What follows belongs to an exercise in optimizing a design on an open flow for a short achievable clock period and few clock cycles per item; a production flow would make more cautious choices. Function not checked in this run: the RTL went through the layout flow alone. No activity file was given, so power comes from the tool's default toggle rates.

File: design/flow/run.sh
#!/bin/bash
# synth_recipe.tcl (not shown) runs the flow's synth.tcl, then flattens the netlist and writes it again
# the make line also repeats each setting of config.mk as NAME=value (left out here)
make -C /OpenROAD-flow-scripts/flow DESIGN_CONFIG=/design/flow/config.mk WORK_HOME=/design/flow/orfs CLKGATE_MAP_FILE= SYNTH_SCRIPT=/design/flow/synth_recipe.tcl finish
File: design/flow/config.mk
export PLATFORM = sky130hd
export DESIGN_NAME = nezoba_core
export DESIGN_NICKNAME = nezoba_core
export VERILOG_FILES = /design/flow/design.v
export SDC_FILE = /design/flow/constraint.sdc
export NUM_CORES = 4
export LEC_CHECK = 0
export CAP_MARGIN = 20
export CORE_MARGIN = 2
export CORE_UTILIZATION = 40
export PLACE_DENSITY = 0.6
export SLEW_MARGIN = 20
File: design/flow/constraint.sdc
create_clock -name core_clock -period 11.0 [get_ports {clk}]
set_input_delay 2.2000 -clock core_clock [delete_from_list [all_inputs] [get_ports {clk}]]
set_output_delay 2.2000 -clock core_clock [all_outputs]
set_load 0.01 [all_outputs]
File: design/flow/design.v
module nezoba_maptab (
    input  wire [3:0] cfg,
    input  wire [3:0] btn,
    input  wire [1:0] slot,    
    output reg  [6:0] word
);
    always @(*) begin
        word = 7'h2B;
        case ({cfg, btn, slot})
            {4'd0, 4'd0,  2'd1}: word = 7'h11;    
            {4'd0, 4'd1,  2'd1}: word = 7'h15;    
            {4'd0, 4'd2,  2'd1}: word = 7'h17;    
            {4'd0, 4'd3,  2'd1}: word = 7'h13;    
            {4'd0, 4'd4,  2'd1}: word = 7'h00;    
            {4'd0, 4'd5,  2'd1}: word = 7'h01;
            {4'd0, 4'd6,  2'd1}: word = 7'h02;
            {4'd0, 4'd7,  2'd1}: word = 7'h03;
            {4'd0, 4'd8,  2'd1}: word = 7'h04;
            {4'd0, 4'd9,  2'd1}: word = 7'h05;
            {4'd0, 4'd10, 2'd1}: word = 7'h06;
            {4'd0, 4'd11, 2'd1}: word = 7'h07;
            {4'd0, 4'd12, 2'd1}: word = 7'h08;
            {4'd0, 4'd13, 2'd1}: word = 7'h09;
            {4'd0, 4'd14, 2'd1}: word = 7'h0A;    
            {4'd1, 4'd8,  2'd1}: word = 7'h40;    
            {4'd1, 4'd9,  2'd1}: word = 7'h01;    
            {4'd1, 4'd9,  2'd2}: word = 7'h02;    
            {4'd1, 4'd9,  2'd3}: word = 7'h43;    
            {4'd2, 4'd0,  2'd1}: word = 7'h13;    
            {4'd2, 4'd1,  2'd1}: word = 7'h13;    
            {4'd2, 4'd2,  2'd1}: word = 7'h13;    
            {4'd2, 4'd3,  2'd1}: word = 7'h17;    
            {4'd2, 4'd4,  2'd1}: word = 7'h12;    
            {4'd2, 4'd5,  2'd1}: word = 7'h16;    
            {4'd2, 4'd6,  2'd1}: word = 7'h11;    
            {4'd2, 4'd6,  2'd2}: word = 7'h11;
            {4'd2, 4'd6,  2'd3}: word = 7'h11;
            {4'd2, 4'd7,  2'd1}: word = 7'h10;    
            {4'd2, 4'd8,  2'd1}: word = 7'h1A;    
            {4'd2, 4'd9,  2'd1}: word = 7'h27;    
            {4'd2, 4'd9,  2'd2}: word = 7'h05;    
            {4'd2, 4'd10, 2'd1}: word = 7'h17;    
            {4'd15, 4'd0, 2'd1}: word = 7'h51;    
            {4'd15, 4'd1, 2'd1}: word = 7'h01;    
            {4'd15, 4'd1, 2'd2}: word = 7'h2C;    
            {4'd15, 4'd1, 2'd3}: word = 7'h02;    
            default: word = 7'h2B;
        endcase
    end
endmodule
module nezoba_debounce #(
    parameter [31:0] DEBOUNCE_TICKS = 32'd5000
) (
    input  wire        clk,
    input  wire        rst,
    input  wire        sample,    
    input  wire [7:0]  raw,
    input  wire [31:0] t,
    output reg  [7:0]  acc
);
    reg [7:0]  prev;
    reg [31:0] ts;
    wire        changed = (raw != prev);
    wire [31:0] ts1     = changed ? t : ts;
    wire [31:0] el      = t - ts1;
    wire        promote = (el > DEBOUNCE_TICKS) && (raw != acc);
    always @(posedge clk) begin
        if (rst) begin
            acc  <= 8'hFF;
            prev <= 8'hFF;
            ts   <= 32'd0;
        end else if (sample) begin
            ts   <= ts1;
            prev <= raw;
            if (promote)
                acc <= raw;
        end
    end
endmodule
module nezoba_core #(
    parameter integer N_BUTTONS          = 15,
    parameter [31:0]  DEBOUNCE_TICKS     = 32'd5000,
    parameter [31:0]  TURBO_PERIOD_TICKS = 32'd13300,
    parameter [31:0]  CFG_DEBOUNCE_TICKS = 32'd5000,
    parameter integer CFG_MAX_READS      = 0,
    parameter [0:0]   TURBO_PHASE_INIT   = 1'b0
) (
    input  wire        clk,
    input  wire        rst,           
    input  wire [31:0] now,
    output reg  [1:0]  exp_op,
    input  wire [7:0]  exp_data,
    input  wire        exp_done,
    output reg  [2:0]  pin_pullup,
    input  wire [2:0]  cfg_pin,
    output reg  [7:0]  evt,
    output reg         evt_valid,
    output wire        halted,
    output wire [1:0]  fault
);
    localparam [3:0] PH_PINMODE = 4'd0,  PH_EXPINIT = 4'd1,  PH_CFGDIR  = 4'd2,
                     PH_CFGEXP  = 4'd3,  PH_LOAD    = 4'd4,  PH_BEGIN   = 4'd5,
                     PH_RELALL  = 4'd8,  PH_TURBO   = 4'd9,  PH_SAMPLEA = 4'd10,
                     PH_SAMPLEB = 4'd11, PH_RESOLVE = 4'd12, PH_DPADOUT = 4'd13,
                     PH_COMMIT  = 4'd14, PH_HALT    = 4'd15;
    localparam [1:0] OP_NONE = 2'd0, OP_INIT = 2'd1, OP_READA = 2'd2, OP_READB = 2'd3;
    localparam [2:0] EV_BEGIN = 3'd0, EV_RELALL = 3'd1, EV_PRESS = 3'd2,
                     EV_DPAD  = 3'd3, EV_COMMIT = 3'd4, EV_DIAG  = 3'd7;
    localparam [1:0] F_CFGRANGE = 2'd1, F_NONCONVERGE = 2'd2, F_BADSLOT = 2'd3;
    localparam integer N_SLOTWORDS = 3 * N_BUTTONS;
    reg  [3:0] phase;
    reg  [3:0] pc_b;
    reg  [1:0] pc_s;
    reg  [1:0] fault_r;
    reg  [3:0] cfg_index;
    reg  [2:0] cfg_dir;
    reg        cfg_prev;
    reg        cfg_prev_v;
    reg        cfg_wait;        
    reg [31:0] cfg_t;           
    reg  [7:0] cfg_reads;
    reg [7*N_SLOTWORDS-1:0] keys;    
    reg signed [7:0] acc_x, acc_y;
    reg        turbo_phase;
    reg [31:0] turbo_ts;
    assign halted = (phase == PH_HALT);
    assign fault  = fault_r;
    always @(*) begin
        case (phase)
            PH_EXPINIT: exp_op = OP_INIT;
            PH_CFGEXP:  exp_op = cfg_wait ? OP_NONE : OP_READB;
            PH_SAMPLEA: exp_op = OP_READA;
            PH_SAMPLEB: exp_op = OP_READB;
            default:    exp_op = OP_NONE;
        endcase
    end
    wire [7:0] acc_a, acc_b;
    nezoba_debounce #(.DEBOUNCE_TICKS(DEBOUNCE_TICKS)) u_bank_a (
        .clk(clk), .rst(rst),
        .sample(phase == PH_SAMPLEA && exp_done),
        .raw(exp_data), .t(now), .acc(acc_a)
    );
    nezoba_debounce #(.DEBOUNCE_TICKS(DEBOUNCE_TICKS)) u_bank_b (
        .clk(clk), .rst(rst),
        .sample(phase == PH_SAMPLEB && exp_done),
        .raw(exp_data), .t(now), .acc(acc_b)
    );
    wire [15:0] accepted = {acc_b, acc_a};
    wire        pressed  = (accepted[pc_b] == 1'b0);
    wire [7*N_SLOTWORDS-1:0] load_words;
    genvar gb, gs;
    generate
        for (gb = 0; gb < N_BUTTONS; gb = gb + 1) begin : g_btn
            for (gs = 1; gs <= 3; gs = gs + 1) begin : g_slot
                nezoba_maptab u_rom (
                    .cfg(cfg_index), .btn(gb[3:0]), .slot(gs[1:0]),
                    .word(load_words[7*(gb*3 + gs-1) +: 7])
                );
            end
        end
    endgenerate
    wire [6:0] sw    = keys[7*({4'd0, pc_b}*8'd3 + {6'd0, pc_s} - 8'd1) +: 7];
    wire       sw_t  = sw[6];
    wire [5:0] sw_k  = sw[5:0];
    wire       is_btn  = (sw_k < 6'd16);
    wire       is_dpad = (sw_k >= 6'd16) && (sw_k <= 6'd24);
    wire       is_bad  = (sw_k >= 6'd44);
    wire       legal   = !is_bad && (!sw_t || is_btn);
    reg signed [1:0] dx, dy;
    always @(*) begin
        case (sw_k - 6'd16)
            6'd1:    begin dx =  2'sd0; dy =  2'sd1; end    
            6'd2:    begin dx =  2'sd1; dy =  2'sd1; end    
            6'd3:    begin dx =  2'sd1; dy =  2'sd0; end    
            6'd4:    begin dx =  2'sd1; dy = -2'sd1; end    
            6'd5:    begin dx =  2'sd0; dy = -2'sd1; end    
            6'd6:    begin dx = -2'sd1; dy = -2'sd1; end    
            6'd7:    begin dx = -2'sd1; dy =  2'sd0; end    
            6'd8:    begin dx = -2'sd1; dy =  2'sd1; end    
            default: begin dx =  2'sd0; dy =  2'sd0; end    
        endcase
    end
    wire signed [1:0] cx = (acc_x > 8'sd0) ? 2'sd1 : (acc_x < 8'sd0) ? -2'sd1 : 2'sd0;
    wire signed [1:0] cy = (acc_y > 8'sd0) ? 2'sd1 : (acc_y < 8'sd0) ? -2'sd1 : 2'sd0;
    reg [3:0] dlut;
    always @(*) begin
        case ({cx, cy})
            {2'sd0,  2'sd1}:  dlut = 4'd1;    
            {2'sd1,  2'sd1}:  dlut = 4'd2;    
            {2'sd1,  2'sd0}:  dlut = 4'd3;    
            {2'sd1, -2'sd1}:  dlut = 4'd4;    
            {2'sd0, -2'sd1}:  dlut = 4'd5;    
            {-2'sd1, -2'sd1}: dlut = 4'd6;    
            {-2'sd1, 2'sd0}:  dlut = 4'd7;    
            {-2'sd1, 2'sd1}:  dlut = 4'd8;    
            default:          dlut = 4'd0;    
        endcase
    end
    wire        cfg_r     = ~exp_data[7];             
    wire [31:0] turbo_el  = now - turbo_ts;
    wire [31:0] cfg_el    = now - cfg_t;
    wire        last_btn  = (pc_b == N_BUTTONS[3:0] - 4'd1);
    always @(posedge clk) begin
        evt_valid <= 1'b0;
        if (rst) begin
            phase       <= PH_PINMODE;
            pc_b        <= 4'd0;
            pc_s        <= 2'd0;
            fault_r     <= 2'd0;
            pin_pullup  <= 3'b000;
            turbo_phase <= TURBO_PHASE_INIT;
            cfg_prev_v  <= 1'b0;
            cfg_wait    <= 1'b0;
            cfg_reads   <= 8'd0;
            evt         <= 8'd0;
        end else begin
            case (phase)
                PH_PINMODE: begin
                    pin_pullup <= 3'b111;
                    phase      <= PH_EXPINIT;
                end
                PH_EXPINIT: begin
                    if (exp_done)
                        phase <= PH_CFGDIR;
                end
                PH_CFGDIR: begin
                    cfg_dir <= ~cfg_pin;             
                    phase   <= PH_CFGEXP;
                end
                PH_CFGEXP: begin
                    if (cfg_wait) begin
                        if (cfg_el >= CFG_DEBOUNCE_TICKS)
                            cfg_wait <= 1'b0;
                    end else if (exp_done) begin
                        cfg_reads <= cfg_reads + 8'd1;
                        if (cfg_prev_v && cfg_r == cfg_prev) begin
                            cfg_index <= {cfg_dir[0], cfg_dir[1], cfg_dir[2], cfg_r};
                            phase     <= PH_LOAD;
                        end else if (CFG_MAX_READS > 0 && {24'd0, cfg_reads} + 32'd1 >= CFG_MAX_READS) begin
                            fault_r   <= F_NONCONVERGE;
                            evt       <= {EV_DIAG, 3'b000, F_NONCONVERGE};
                            evt_valid <= 1'b1;
                            phase     <= PH_HALT;
                        end else begin
                            cfg_prev   <= cfg_r;
                            cfg_prev_v <= 1'b1;
                            cfg_t      <= now;
                            cfg_wait   <= 1'b1;
                        end
                    end
                end
                PH_LOAD: begin
                    if ({1'b0, cfg_index} >= 5'd16) begin
                        fault_r   <= F_CFGRANGE;
                        evt       <= {EV_DIAG, 3'b000, F_CFGRANGE};
                        evt_valid <= 1'b1;
                        phase     <= PH_HALT;
                    end else begin
                        keys  <= load_words;
                        phase <= PH_BEGIN;
                    end
                end
                PH_BEGIN: begin
                    evt       <= {EV_BEGIN, 5'd0};
                    evt_valid <= 1'b1;
                    turbo_ts  <= now;
                    phase     <= PH_RELALL;
                end
                PH_RELALL: begin
                    evt       <= {EV_RELALL, 5'd0};
                    evt_valid <= 1'b1;
                    acc_x     <= 8'sd0;
                    acc_y     <= 8'sd0;
                    phase     <= PH_TURBO;
                end
                PH_TURBO: begin
                    if (turbo_el >= TURBO_PERIOD_TICKS) begin
                        turbo_phase <= ~turbo_phase;
                        turbo_ts    <= now;
                    end
                    phase <= PH_SAMPLEA;
                end
                PH_SAMPLEA: begin
                    if (exp_done)
                        phase <= PH_SAMPLEB;
                end
                PH_SAMPLEB: begin
                    if (exp_done) begin
                        phase <= PH_RESOLVE;
                        pc_b  <= 4'd0;
                        pc_s  <= 2'd1;
                    end
                end
                PH_RESOLVE: begin
                    if (pressed && !legal) begin
                        fault_r   <= F_BADSLOT;
                        evt       <= {EV_DIAG, 3'b000, F_BADSLOT};
                        evt_valid <= 1'b1;
                        phase     <= PH_HALT;
                        pc_b      <= 4'd0;
                        pc_s      <= 2'd0;
                    end else begin
                        if (pressed) begin
                            if (is_btn && (!sw_t || turbo_phase)) begin
                                evt       <= {EV_PRESS, 1'b0, sw_k[3:0]};
                                evt_valid <= 1'b1;
                            end
                            if (is_dpad) begin
                                acc_x <= acc_x + {{6{dx[1]}}, dx};
                                acc_y <= acc_y + {{6{dy[1]}}, dy};
                            end
                        end
                        if (pressed && pc_s != 2'd3) begin
                            pc_s <= pc_s + 2'd1;
                        end else if (!last_btn) begin
                            pc_b <= pc_b + 4'd1;
                            pc_s <= 2'd1;
                        end else begin
                            phase <= PH_DPADOUT;
                            pc_b  <= 4'd0;
                            pc_s  <= 2'd0;
                        end
                    end
                end
                PH_DPADOUT: begin
                    acc_x     <= {{6{cx[1]}}, cx};
                    acc_y     <= {{6{cy[1]}}, cy};
                    evt       <= {EV_DPAD, 1'b0, dlut};
                    evt_valid <= 1'b1;
                    phase     <= PH_COMMIT;
                end
                PH_COMMIT: begin
                    evt       <= {EV_COMMIT, 5'd0};
                    evt_valid <= 1'b1;
                    phase     <= PH_RELALL;
                end
                default: begin    
                    phase <= PH_HALT;
                end
            endcase
        end
    end
endmodule
==> flow_metrics.env <==
export IMPL_status="complete, no violations"
export IMPL_worstHoldStart="cfg_dir[2]$_DFFE_PP_"
export IMPL_ys_ff_latch=233
export IMPL_cp_data_required_time_ns=11.41
export IMPL_finalSetupViolations=0
export IMPL_min_path_cells=0
export IMPL_drc=0
export IMPL_critical_path_top_delay_family="adder cells"
export IMPL_dp_cells=3890
export IMPL_ys_types=101
export IMPL_irDropWorstVdd_v=0.0001036
export IMPL_avgSynthCellArea_um2=7.647
export IMPL_hold_class="reg -> reg"
export IMPL_ys_async_sr_fraction_pct=0
export IMPL_reg2reg_depth=31
export IMPL_grt_pass1_vias=24201
export IMPL_first_pass_iters=8
export IMPL_viasPerCell=6.472
export IMPL_mostFrequentLayoutCells="nand2_1, nor2_1, a21oi_1"
export IMPL_drtIter0Drc=2833
export IMPL_fin_cells=3945
export IMPL_path_clk_slew_ns=0.06
export IMPL_crit_path_start="pc_b[0]$_SDFFE_PP0P_"
export IMPL_dpl_hpwl_mm=68.58
export IMPL_die_area_mm2=0.06298
export IMPL_antenna_found_initial=5
export IMPL_slew_viol_final=0
export IMPL_grt_pass1_wl_mm=145.6
export IMPL_cts_hold_fix_buffers=0
export IMPL_yosysSeqAreaShare_pct=23.76
export IMPL_port_buffers=61
export IMPL_power_frac_comb_pct=36.2
export IMPL_critPathBufInv=4
export IMPL_whs_ns=0.4184
export IMPL_p_sw_mw=1.167
export IMPL_row_count=90
export IMPL_cts_tree="built"
export IMPL_power_frac_seq_pct=31.2
export IMPL_cts_setup_buffers=0
export IMPL_final_period_utilization_pct=89.95
export IMPL_dr_total_vias=25532
export IMPL_routabilityCongestion=1.069
export IMPL_fin_setup_tns_ns=0
export IMPL_cts_max_path_buffers=3
export IMPL_slowest_delay_ns=0.88
export IMPL_p_int_mw=1.907
export IMPL_finClkSkew_ns=0.02015
export IMPL_synth_edf_count=113
export IMPL_post_drt_wl_per_cell_um=24.23
export IMPL_p_leak_nw=10.65
export IMPL_maxCapViolCount=0
export IMPL_grt_usage_pct=29.43
export IMPL_crit_top_cell="ha_1"
export IMPL_p_per_area_mw_per_mm2=114.5
export IMPL_ys_warn_count=3
export IMPL_synth_cells=3190
export IMPL_crit_type="reg -> reg"
export IMPL_area_growth_pct=10.03
export IMPL_grt_overflow_total=0
export IMPL_drive_gt1_share_pct=6.673
export IMPL_fmax_mhz=101.1
export IMPL_critPathCaptureType="flip-flop"
export IMPL_clock_power_share_pct=32.7
export IMPL_core_mm2=0.06036
export IMPL_ant_nets=0
export IMPL_r2r_end="acc_x[7]$_DFFE_PP_"
export IMPL_nNetsFinal=3375
export IMPL_swShare_pct=37.97
export IMPL_whs_endpoint="cfg_index[1]$_DFFE_PP_"
export IMPL_cp_max_fo=59
export IMPL_grt_max_degree=88
export IMPL_tightest_slew_ns=1.085
export IMPL_period_minus_slack_ns=9.895
export IMPL_cts_resized=0
export IMPL_start_util_pct=40.41
export IMPL_insertion_delay_ns=0.58
export IMPL_worstReg2RegStart="pc_b[0]$_SDFFE_PP0P_"
export IMPL_io_pins=63
export IMPL_slew_headroom_pct=27.16
export IMPL_nFillCells=5964
export IMPL_synthesis_nets=3426
export IMPL_hold_viol_final=0
export IMPL_ys_flop_type="dfxtp_1"
export IMPL_die_w_um=251.0
export IMPL_cts_htree_levels=1
export IMPL_ff2ff_setup_slack_ns=1.11
export IMPL_fp_dieH_um=251.0
export IMPL_clock_sinks=233
export IMPL_clockRootBuffer="clkbuf_16"
export IMPL_cp_slowest_cell="a311oi_1"
export IMPL_routed_wl_mm=95.59
export IMPL_rsz0062_at_grt="no"
export IMPL_critPathLaunchType="flip-flop"
export IMPL_synth_area_mm2=0.02439
export IMPL_cp_arrival_ns=10.30
export IMPL_layout_commonest_cell="nand2_1"
export IMPL_cts_made_buffers=29
==> worst register-to-register path: cells and delay by family, from the launching register on <==
kind | cells | cell delay (ns)
buf+inv | 4 | 1.66
flops | 1 | 0.63
simple gates | 7 | 1.05
compound gates | 10 | 2.85
fa+ha+maj | 7 | 3.14
xor+xnor | 3 | 0.42
==> flip-flops by register name, indices dropped and copies added, names as in the netlist, 7 cells and up <==
signal / count
acc_x: 8
keys: 25
cfg_t: 32
u_bank_a.prev: 8
u_bank_b.ts: 32
evt: 7
u_bank_b.acc: 8
u_bank_a.ts: 32
u_bank_b.prev: 8
u_bank_a.acc: 8
acc_y: 8
turbo_ts: 32
==> Yosys cell counts (15+ instances only) <==
master | number | area share [%]
a2111oi_0 | 22 | 0.79
a211o_1 | 15 | 0.54
a211oi_1 | 70 | 2.2
a21boi_0 | 15 | 0.46
a21o_1 | 59 | 1.8
a21oi_1 | 271 | 5.6
a221oi_1 | 22 | 0.79
a311oi_1 | 18 | 0.65
a31oi_1 | 61 | 1.6
and3_1 | 20 | 0.51
buf_1 | 33 | 0.51
buf_2 | 17 | 0.35
clkbuf_1 | 159 | 2.4
dfxtp_1 | 120 | 9.8
edfxtp_1 | 113 | 14
ha_1 | 177 | 9.1
inv_1 | 158 | 2.4
mux2i_1 | 101 | 4.1
nand2_1 | 335 | 5.2
nand2b_1 | 64 | 1.6
nand3_1 | 81 | 1.7
nor2_1 | 287 | 4.4
nor2b_1 | 46 | 1.2
nor3_1 | 61 | 1.3
nor4_1 | 30 | 0.77
o2111ai_1 | 17 | 0.61
o211ai_1 | 49 | 1.5
o21a_1 | 35 | 1.1
o21ai_0 | 249 | 5.1
o21bai_1 | 20 | 0.62
o221ai_1 | 17 | 0.61
o22ai_1 | 34 | 0.87
or3_1 | 17 | 0.44
xnor2_1 | 62 | 2.2
xor2_1 | 54 | 1.9
==> worst max path at each step <==
| stage | cells after the start | slack (ns) | end |
|---|---|---|---|
| global placement | 33 | 1.38 | acc_x[7]$_DFFE_PP_ |
| detailed placement | 35 | 1.28 | acc_y[7]$_DFFE_PP_ |
| global route | 36 | 0.50 | acc_y[7]$_DFFE_PP_ |
| finish | 31 | 1.11 | acc_x[7]$_DFFE_PP_ |
| floorplan | 40 | 1.41 | acc_y[7]$_DFFE_PP_ |
| CTS | 36 | 1.24 | acc_y[7]$_DFFE_PP_ |
==> area by class of cell <==
| type | instances | area (um^2) | share of cell area (%) |
|---|---|---|---|
| Antenna cell | 1 | 2.502 | 0.009324 |
| Clock buffer | 33 | 760.7 | 2.834 |
| Clock inverter | 21 | 234.0 | 0.8718 |
| Inverter | 161 | 604.3 | 2.252 |
| Multi-Input combinational cell | 2580 | 17270 | 64.36 |
| Sequential cell | 233 | 5796 | 21.59 |
| Tap cell | 782 | 978.4 | 3.646 |
| Timing Repair Buffer | 134 | 1190 | 4.433 |
==> metrics by stage <==
stage	utilization, %	cell area, um^2	worst slack [ns]	power (mW)
3_3_place_gp	42.80	25830	1.380	2.043
2_1_floorplan	-	24390	1.408	1.680
5_1_grt	44.46	26840	0.4962	3.201
4_1_cts	44.45	26830	1.237	3.057
6_report	44.47	26840	1.105	3.074
3_5_place_dp	42.80	25830	1.282	2.042
==> logic make-up after synthesis <==
| family | Yosys count | synth area share (%) |
|---|---|---|
| buf+inv | 377 | 6.042 |
| compound gates | 1132 | 30.75 |
| mux | 124 | 5.622 |
| xor+xnor | 117 | 4.257 |
| other cells | 1 | 0.01537 |
| flops | 233 | 23.76 |
| fa+ha+maj | 191 | 10.19 |
| simple gates | 1015 | 19.37 |
==> power by group through the flow <==
| stage | clock [mW] | combinational, mW | sequential, mW |
|---|---|---|---|
| floorplan | 0 | 0.720 | 0.960 |
| global placement | 0 | 1.07 | 0.975 |
| detailed placement | 0 | 1.07 | 0.976 |
| CTS | 1.03 | 1.07 | 0.958 |
| global route | 1.06 | 1.18 | 0.961 |
| finish | 1.00 | 1.11 | 0.958 |
==> routing by layer <==
metal / up-vias / routed length [um] / share of wire [%] / GRT usage, %
met3: 312 / 7556 / 7.9 / 4.897
met4: 6 / 5726 / 6.0 / 15.66
met1: 12212 / 39170 / 41 / 36.98
li1: 11772 / - / - / -
met2: 1230 / 43100 / 45 / 48.40
met5: - / 42 / 0.044 / 0

separate check: timing with driven ports:
Ports are ideal in the flow. The routed layout listed here was re-timed in OpenROAD.
Step 1 sets driving cells, clkbuf_16 on the clock port and buf_2 on the other inputs (assumed; they add their load-dependent delay and slew).
Step 2, shift: input delay + t, output delay - t, t = (earliest + latest rising clock arrival at the registers) / 2. This alone moves slack from input paths to output paths.
a / b / c = no drivers / after step 1 / after step 2; a / b = the first two.
t, ns: 0.629
slack for setup (ns): 1.105 / 1.105 / 1.105
worst setup path at the end: register to register
clock arrival spread, ns: 0.022 / 0.022
After both steps this run still meets setup and hold. The setup slack of this run moves by 0.000 ns with the drivers and by 0.000 ns with both steps.
